Source: an optimization exercise on an open RTL-to-GDS flow (aim: small area). Production flows keep margins and buffers that such runs may drop. In this exercise RTL edits were held to simulation tests only and were not proved equivalent to the original. No activity file was given, so power comes from the tool's default toggle rates.

onyx:
// ulpdac_rb
module ulpdac_rb (
    input  wire        clk,
    input  wire        rst,
    input  wire        h_valid,
    input  wire [2:0]  h_op,
    input  wire [15:0] h_addr,
    input  wire [31:0] h_wdata,
    output reg         h_rvalid,
    output reg  [31:0] h_rdata,
    output reg         im_re,
    output reg  [10:0] im_addr,
    input  wire [31:0] im_rdata,
    output reg         hm_re,
    output reg         hm_we,
    output reg  [10:0] hm_addr,
    output reg  [31:0] hm_wdata,
    input  wire [31:0] hm_rdata,
    output reg  [7:0]  dac_out,
    output reg         dac_strobe
);
Settings: LEC_CHECK=0, CAP_MARGIN=20, CORE_MARGIN=2, CORE_UTILIZATION=40, GPL_TIMING_DRIVEN=0, PLACE_DENSITY=0.6, SLEW_MARGIN=20; clock period 12.0 ns.
standard.sh (not shown) runs the stock make flow with config.mk's settings and CLKGATE_MAP_FILE= SYNTH_SCRIPT=/design/flow/synth_recipe.tcl, a recipe that flattens the netlist after the stock synthesis.
==> flow/flow/run.sh <==
#!/bin/bash
# The standard layout (standard.sh), with these changes:
#  - synthesis maps the logic with an area-oriented ABC script (flow/abc_area.script)
#    instead of ORFS's speed script, and leaves adders to ABC (no ADDER_MAP_FILE);
#    everything else in synthesis is the standard flow's own (synth_recipe.tcl, ORFS synth.tcl);
#  - no pass-through buffers in synthesis (the port buffers take their place);
#  - the port buffers that global placement inserts are sky130_fd_sc_hd__buf_1;
#  - CTS without dummy loads, with the clock buffers listed below.
# Each tool's output is in orfs/logs/; make's output in standard.log.
set -euo pipefail
HERE=$(pwd)
awk -v a="$HERE/flow/abc_area.script" '{print} /source .*synth_preamble.tcl/ {print "set abc_args [lreplace $abc_args 1 1 " a "]"}' \
    "$FLOW_HOME/scripts/synth.tcl" > my_synth.tcl
sed "s|source \$::env(SCRIPTS_DIR)/synth.tcl|source $HERE/my_synth.tcl|" synth_recipe.tcl > my_synth_recipe.tcl
grep -q "my_synth.tcl" my_synth_recipe.tcl
sed -e "s|SYNTH_SCRIPT=[^ ]*|SYNTH_SCRIPT=$HERE/my_synth_recipe.tcl ADDER_MAP_FILE= SYNTH_INSBUF=0|" standard.sh > my_standard.sh
grep -q "my_synth_recipe.tcl ADDER_MAP_FILE= " my_standard.sh
export BUFFER_PORTS_ARGS="-buffer_cell sky130_fd_sc_hd__buf_1"
export CTS_ARGS="-sink_clustering_enable -repair_clock_nets -dont_use_dummy_load -buf_list sky130_fd_sc_hd__clkbuf_8"
bash my_standard.sh > standard.log 2>&1
==> flow/flow/abc_area.script <==
strash
&get -n
&deepsyn -T 120
&put
dch -f
amap
strash
dch -f
amap
strash
dch -f
amap
strash
dch -f
amap
topo
Here is what was changed in the inputs of raven compared with onyx.
-- flow/flow/run.sh --
<<< onyx, line 18
export BUFFER_PORTS_ARGS="-buffer_cell sky130_fd_sc_hd__buf_1"
export CTS_ARGS="-sink_clustering_enable -repair_clock_nets -dont_use_dummy_load -buf_list sky130_fd_sc_hd__clkbuf_8"
bash my_standard.sh > standard.log 2>&1
>>> raven, line 18
export BUFFER_PORTS_ARGS="-buffer_cell sky130_fd_sc_hd__buf_1"
export CTS_ARGS="-sink_clustering_enable -repair_clock_nets -dont_use_dummy_load -buf_list sky130_fd_sc_hd__clkbuf_16 -sink_clustering_size 40 -sink_clustering_max_diameter 300"
bash my_standard.sh > standard.log 2>&1
==> flow/flow/abc_area.script <==
strash
dch -f
amap
strash
dch -f
amap
topo
## What came out
onyx: done, clean on timing, DRC and antenna. raven: flow completed, timing, DRC and antenna clean. Density: raven denser than onyx. Total power, onyx and raven: higher on raven. Reported for onyx and raven, number of endpoints with negative hold slack in the final report turned out identical to the last digit. From onyx to raven, final-layout clock buffer total did not move at all.
> inputs changed (raven -> yarrow)
- CORE_UTILIZATION now 55, was 40
- PLACE_DENSITY now 0.75, was 0.6
-- flow/flow/run.sh --
<<< raven, line 18
export BUFFER_PORTS_ARGS="-buffer_cell sky130_fd_sc_hd__buf_1"
export CTS_ARGS="-sink_clustering_enable -repair_clock_nets -dont_use_dummy_load -buf_list sky130_fd_sc_hd__clkbuf_16 -sink_clustering_size 40 -sink_clustering_max_diameter 300"
bash my_standard.sh > standard.log 2>&1
>>> yarrow, line 18
export BUFFER_PORTS_ARGS="-buffer_cell sky130_fd_sc_hd__buf_1"
export CTS_ARGS="-sink_clustering_enable -repair_clock_nets -dont_use_dummy_load -buf_list sky130_fd_sc_hd__clkbuf_8"
bash my_standard.sh > standard.log 2>&1
==> flow/flow/abc_area.script <==
strash
&get -n
&deepsyn -T 120
&put
dch -f
amap
strash
dch -f
amap
strash
dch -f
amap
strash
dch -f
amap
topo
Notes after the runs:
Looking only at netlist area before placement, and setting everything else aside, the higher value of raven and yarrow goes to raven.
Flip-flop and latch power: raven vs yarrow, no meaningful difference
Against raven, yarrow comes in 44% higher on total length of routed met3 wires.
Going from raven to yarrow, die outline area shrank by more than a quarter.
Looking at design area, yarrow sits about 6% below raven.
#### Input delta (amber over yarrow)
- CORE_UTILIZATION changed from 55 to 40
- PLACE_DENSITY changed from 0.75 to 0.6
==> flow/flow/abc_area.script <==
strash
dch -f
amap
strash
dch -f
amap
topo
==> comparison <==
Against yarrow, design area in amber rose by a few percent. Max ratio of final minimum period to clock period across yarrow and amber: yarrow. Measured against each other, yarrow and amber differ in worst hold slack, the lower figure coming from yarrow.
What willow does differently from amber at the input level:
-- flow/flow/run.sh --
<<< amber, line 18
export BUFFER_PORTS_ARGS="-buffer_cell sky130_fd_sc_hd__buf_1"
export CTS_ARGS="-sink_clustering_enable -repair_clock_nets -dont_use_dummy_load -buf_list sky130_fd_sc_hd__clkbuf_8"
bash my_standard.sh > standard.log 2>&1
>>> willow, line 18
export BUFFER_PORTS_ARGS="-buffer_cell sky130_fd_sc_hd__buf_1"
export CTS_ARGS="-sink_clustering_enable -repair_clock_nets -dont_use_dummy_load -buf_list sky130_fd_sc_hd__clkbuf_8 -sink_clustering_size 20 -sink_clustering_max_diameter 200"
bash my_standard.sh > standard.log 2>&1
==> summary.txt <==
- Delta (willow minus amber): final cell count saw little to no change, share of power burned in combinational logic held, maximum frequency about even, routed length on met3 level, worst hold slack across all endpoints flat.
For indigo, these inputs were changed with respect to willow:
- swapping 40 for 50 in CORE_UTILIZATION
- swapping 0.6 for 0.7 in PLACE_DENSITY
-- flow/flow/run.sh --
<<< willow, line 18
export BUFFER_PORTS_ARGS="-buffer_cell sky130_fd_sc_hd__buf_1"
export CTS_ARGS="-sink_clustering_enable -repair_clock_nets -dont_use_dummy_load -buf_list sky130_fd_sc_hd__clkbuf_8 -sink_clustering_size 20 -sink_clustering_max_diameter 200"
bash my_standard.sh > standard.log 2>&1
>>> indigo, line 18
export BUFFER_PORTS_ARGS="-buffer_cell sky130_fd_sc_hd__buf_1"
export CTS_ARGS="-sink_clustering_enable -repair_clock_nets -dont_use_dummy_load -buf_list sky130_fd_sc_hd__clkbuf_8"
bash my_standard.sh > standard.log 2>&1
==> flow/flow/abc_area.script <==
strash
&get -n
&deepsyn -T 120
&put
dch -f
amap
strash
dch -f
amap
strash
dch -f
amap
strash
dch -f
amap
topo
Notes after the runs:
Going from willow to indigo, the wire length the detailed router placed on met1 was found to have gone down by 11%. Looking at layout overhead on the synthesized area, indigo sits 0.45 points lower than willow does. indigo finished end to end and its layout was clean on timing, DRC and antenna. The clock skew after layout was comparable across indigo and willow. indigo vs willow on global-route wire length before repair: indigo is the lower one. Changes observed in indigo relative to willow: core utilization higher, footprint of the multi-input gates lower, synthesized instance count lower.


main:
Another version of the RTL of ulpdac_rb (not shown whole).
For scale: roughly 1400 cells after synthesis, about 220 I/O pins, about 0.011 mm^2 of cells after synthesis.
export LEC_CHECK = 0
export CAP_MARGIN = 20
export CORE_MARGIN = 2
export CORE_UTILIZATION = 40
export PLACE_DENSITY = 0.6
export SLEW_MARGIN = 20
create_clock -name core_clock -period 12.0 [get_ports {clk}]
==> flow/flow/run.sh <==
#!/bin/bash
# The standard layout (standard.sh), with two changes:
#  - synthesis maps the logic with an area-oriented ABC script (flow/abc_area.script)
#    instead of ORFS's speed script; everything else in synthesis is the standard flow's own
#    (synth_recipe.tcl and ORFS's synth.tcl, unchanged);
#  - the port buffers that global placement inserts are sky130_fd_sc_hd__buf_1.
# Each tool's output is in orfs/logs/; make's output in standard.log.
set -euo pipefail
HERE=$(pwd)
awk -v a="$HERE/flow/abc_area.script" '{print} /source .*synth_preamble.tcl/ {print "set abc_args [lreplace $abc_args 1 1 " a "]"}' \
    "$FLOW_HOME/scripts/synth.tcl" > my_synth.tcl
sed "s|source \$::env(SCRIPTS_DIR)/synth.tcl|source $HERE/my_synth.tcl|" synth_recipe.tcl > my_synth_recipe.tcl
grep -q "my_synth.tcl" my_synth_recipe.tcl
sed "s|SYNTH_SCRIPT=[^ ]*|SYNTH_SCRIPT=$HERE/my_synth_recipe.tcl|" standard.sh > my_standard.sh
grep -q "my_synth_recipe.tcl" my_standard.sh
export BUFFER_PORTS_ARGS="-buffer_cell sky130_fd_sc_hd__buf_1"
export SYNTH_INSBUF=0
bash my_standard.sh > standard.log 2>&1
==> flow/flow/abc_area.script <==
strash
dch -f
amap
strash
dch -f
amap
topo
### main -> the feature branch
==> flow/run.sh (new file) <==
#!/bin/bash
# synth_recipe.tcl (not shown) runs the flow's synth.tcl, then flattens the netlist and writes it again
# the make line also repeats each setting of config.mk as NAME=value (left out here)
make -C /OpenROAD-flow-scripts/flow DESIGN_CONFIG=/design/flow/config.mk WORK_HOME=/design/flow/orfs CLKGATE_MAP_FILE= SYNTH_SCRIPT=/design/flow/synth_recipe.tcl finish
removed: flow/flow/run.sh
removed: flow/flow/abc_area.script
removed: flow/standard.sh
## What came out
The feature branch ran to completion and came out clean on the timing, DRC and antenna checks. The feature branch against main; width of the die is up by a little under 10%. For the feature branch, the leading cell type in the layout, fill and taps excluded was clkdlybuf4s50_1, unlike main, where it was nor2_1. The feature branch vs main on minimum clock period after layout: the feature branch is the lower one. Switching component of the power (the feature branch over main): increase, 5.8%. Going from main to the feature branch, utilization rose 1.2 points, minimum setup slack in the final design rose 6.7 ps. [compare] base=main new=the feature branch: tapcell count now larger; register-to-register setup slack went up by 920 ps; ratio of final minimum period to clock period saw little to no change. Post-synthesis average cell area (higher): the feature branch. Min wire length of the first global-routing pass across the feature branch and main: main.


Another version of the RTL of ulpdac_rb (not shown whole).
Size: about 140 flip-flops, ~220 I/O pins, roughly 9400 µm² of cells after synthesis.
export LEC_CHECK = 0
export CAP_MARGIN = 20
export CORE_MARGIN = 2
export CORE_UTILIZATION = 40
export GPL_TIMING_DRIVEN = 0
export PLACE_DENSITY = 0.6
export SLEW_MARGIN = 20
create_clock -name core_clock -period 12.0 [get_ports {clk}]
==> flow/flow/run.sh <==
#!/bin/bash
# The standard layout (standard.sh), with these changes:
#  - synthesis maps the logic with an area-oriented ABC script (flow/abc_area.script)
#    instead of ORFS's speed script, and leaves adders to ABC (no ADDER_MAP_FILE);
#    everything else in synthesis is the standard flow's own (synth_recipe.tcl, ORFS synth.tcl);
#  - no pass-through buffers in synthesis (the port buffers take their place);
#  - the port buffers that global placement inserts are sky130_fd_sc_hd__buf_1;
#  - CTS without dummy loads, with the clock buffers listed below.
# Each tool's output is in orfs/logs/; make's output in standard.log.
set -euo pipefail
HERE=$(pwd)
awk -v a="$HERE/flow/abc_area.script" '{print} /source .*synth_preamble.tcl/ {print "set abc_args [lreplace $abc_args 1 1 " a "]"}' \
    "$FLOW_HOME/scripts/synth.tcl" > my_synth.tcl
sed "s|source \$::env(SCRIPTS_DIR)/synth.tcl|source $HERE/my_synth.tcl|" synth_recipe.tcl > my_synth_recipe.tcl
grep -q "my_synth.tcl" my_synth_recipe.tcl
sed -e "s|SYNTH_SCRIPT=[^ ]*|SYNTH_SCRIPT=$HERE/my_synth_recipe.tcl ADDER_MAP_FILE= SYNTH_INSBUF=0|" standard.sh > my_standard.sh
grep -q "my_synth_recipe.tcl ADDER_MAP_FILE= " my_standard.sh
export BUFFER_PORTS_ARGS="-buffer_cell sky130_fd_sc_hd__buf_1"
export CTS_ARGS="-sink_clustering_enable -repair_clock_nets -dont_use_dummy_load -buf_list sky130_fd_sc_hd__clkbuf_8"
bash my_standard.sh > standard.log 2>&1
==> flow/flow/abc_area.script <==
strash
&get -n
&deepsyn -T 120
&put
dch -f
amap
strash
dch -f
amap
strash
dch -f
amap
strash
dch -f
amap
topo
The first run completed with no timing, DRC or antenna violations.
Change:
- CORE_UTILIZATION: 40 -> 50
- PLACE_DENSITY: 0.6 -> 0.7
Outcome: The changed run passed the timing, DRC and antenna checks. Setup slack is worse by 0.063 ns. Global-route usage climbs by 5.2 points. Total power shrinks by 1.5%.


ulpdac_rb with an RTL version that a note above also has.
For scale: about 1,400 cells after synthesis, ~140 flip-flops, roughly 0.011 mm^2 of cells after synthesis.
clock: 12.0 ns
lec_check: 0
cap_margin: 20
core_margin: 2
core_utilization: 40
cts_buf_list: sky130_fd_sc_hd__clkbuf_8
place_density: 0.6
slew_margin: 20
==> flow/flow/run.sh <==
#!/bin/bash
# The standard layout (standard.sh), with two changes:
#  - synthesis maps the logic with an area-oriented ABC script (flow/abc_area.script)
#    instead of ORFS's speed script; everything else in synthesis is the standard flow's own
#    (synth_recipe.tcl and ORFS's synth.tcl, unchanged);
#  - the port buffers that global placement inserts are sky130_fd_sc_hd__buf_1.
# Each tool's output is in orfs/logs/; make's output in standard.log.
set -euo pipefail
HERE=$(pwd)
awk -v a="$HERE/flow/abc_area.script" '{print} /source .*synth_preamble.tcl/ {print "set abc_args [lreplace $abc_args 1 1 " a "]"}' \
    "$FLOW_HOME/scripts/synth.tcl" > my_synth.tcl
sed "s|source \$::env(SCRIPTS_DIR)/synth.tcl|source $HERE/my_synth.tcl|" synth_recipe.tcl > my_synth_recipe.tcl
grep -q "my_synth.tcl" my_synth_recipe.tcl
sed "s|SYNTH_SCRIPT=[^ ]*|SYNTH_SCRIPT=$HERE/my_synth_recipe.tcl|" standard.sh > my_standard.sh
grep -q "my_synth_recipe.tcl" my_standard.sh
export BUFFER_PORTS_ARGS="-buffer_cell sky130_fd_sc_hd__buf_1"
bash my_standard.sh > standard.log 2>&1
==> flow/flow/abc_area.script <==
strash
dch -f
amap
strash
dch -f
amap
topo
The baseline passed the timing, DRC and antenna checks.
Next try:
--- a/flow/flow/run.sh
+++ b/flow/flow/run.sh
@@ -15,3 +15,5 @@
 grep -q "my_synth_recipe.tcl" my_standard.sh
 export BUFFER_PORTS_ARGS="-buffer_cell sky130_fd_sc_hd__buf_1"
+export SYNTH_INSBUF=0
+export CTS_ARGS="-sink_clustering_enable -repair_clock_nets -dont_use_dummy_load -buf_list sky130_fd_sc_hd__clkbuf_8"
 bash my_standard.sh > standard.log 2>&1
--- a/flow/config.mk
+++ b/flow/config.mk
@@ -9,5 +9,5 @@
 export CORE_MARGIN = 2
 export CORE_UTILIZATION = 40
-export CTS_BUF_LIST = sky130_fd_sc_hd__clkbuf_8
+export GPL_TIMING_DRIVEN = 0
 export PLACE_DENSITY = 0.6
 export SLEW_MARGIN = 20
=>
- die area came out lower by 1.2%
- design area went down by 0.75%
- synthesized area went down by 1.2%
- combinational power is about the same
- cell count went down by 1.7%
- sequential cell count does not change

==> afterwards: timing with drivers on the ports <==
The flow's constraints put no driver on any port. The routed layouts listed below were extracted and timed again, unchanged, in two steps.
Step 1 assumes that a clkbuf_16 drives the clock port and a buf_2 every other input.
Step 2, shift: input delay + t, output delay - t, t = (earliest + latest rising clock arrival at the registers) / 2. This alone moves slack from input paths to output paths.
Three values: ideal, step 1, step 2; two values: the first two.
run | t, ns | slack for setup (ns) | worst setup path after step 2 | latest minus earliest clock arrival (ns) | worst data-port slew with drivers (ns)
onyx | 0.502 | 0.392 / 0.363 / 0.363 | input to output | 0.035 / 0.035 | 0.05
raven | 0.469 | 0.667 / 0.637 / 0.637 | input to output | 0.025 / 0.026 | 0.06
yarrow | 0.504 | 0.288 / 0.265 / 0.265 | input to output | 0.040 / 0.040 | 0.06
amber | 0.490 | 0.580 / 0.550 / 0.550 | input to output | 0.037 / 0.036 | 0.06
willow | 0.490 | 0.580 / 0.550 / 0.550 | input to output | 0.037 / 0.036 | 0.06
indigo | 0.508 | 0.417 / 0.380 / 0.380 | input to output | 0.034 / 0.034 | 0.05
main | 0.477 | 0.670 / 0.643 / 0.643 | input to output | 0.017 / 0.017 | 0.06
the feature branch | 0.488 | 0.676 / 0.646 / 0.646 | input to output | 0.017 / 0.017 | 0.05
the first run of note 3 | 0.487 | 0.496 / 0.474 / 0.474 | input to output | 0.037 / 0.038 | 0.06
the second run of note 3 | 0.504 | 0.432 / 0.408 / 0.408 | input to output | 0.035 / 0.035 | 0.05
the first run of note 4 | 0.506 | 0.674 / 0.652 / 0.652 | input to output | 0.021 / 0.022 | 0.05
the second run of note 4 | 0.495 | 0.316 / 0.289 / 0.289 | input to output | 0.046 / 0.047 | 0.06
After both steps setup and hold are still met in every run listed. For indigo, which loses most, drivers alone change the setup slack by -0.037 ns; drivers and shift together by -0.037 ns.
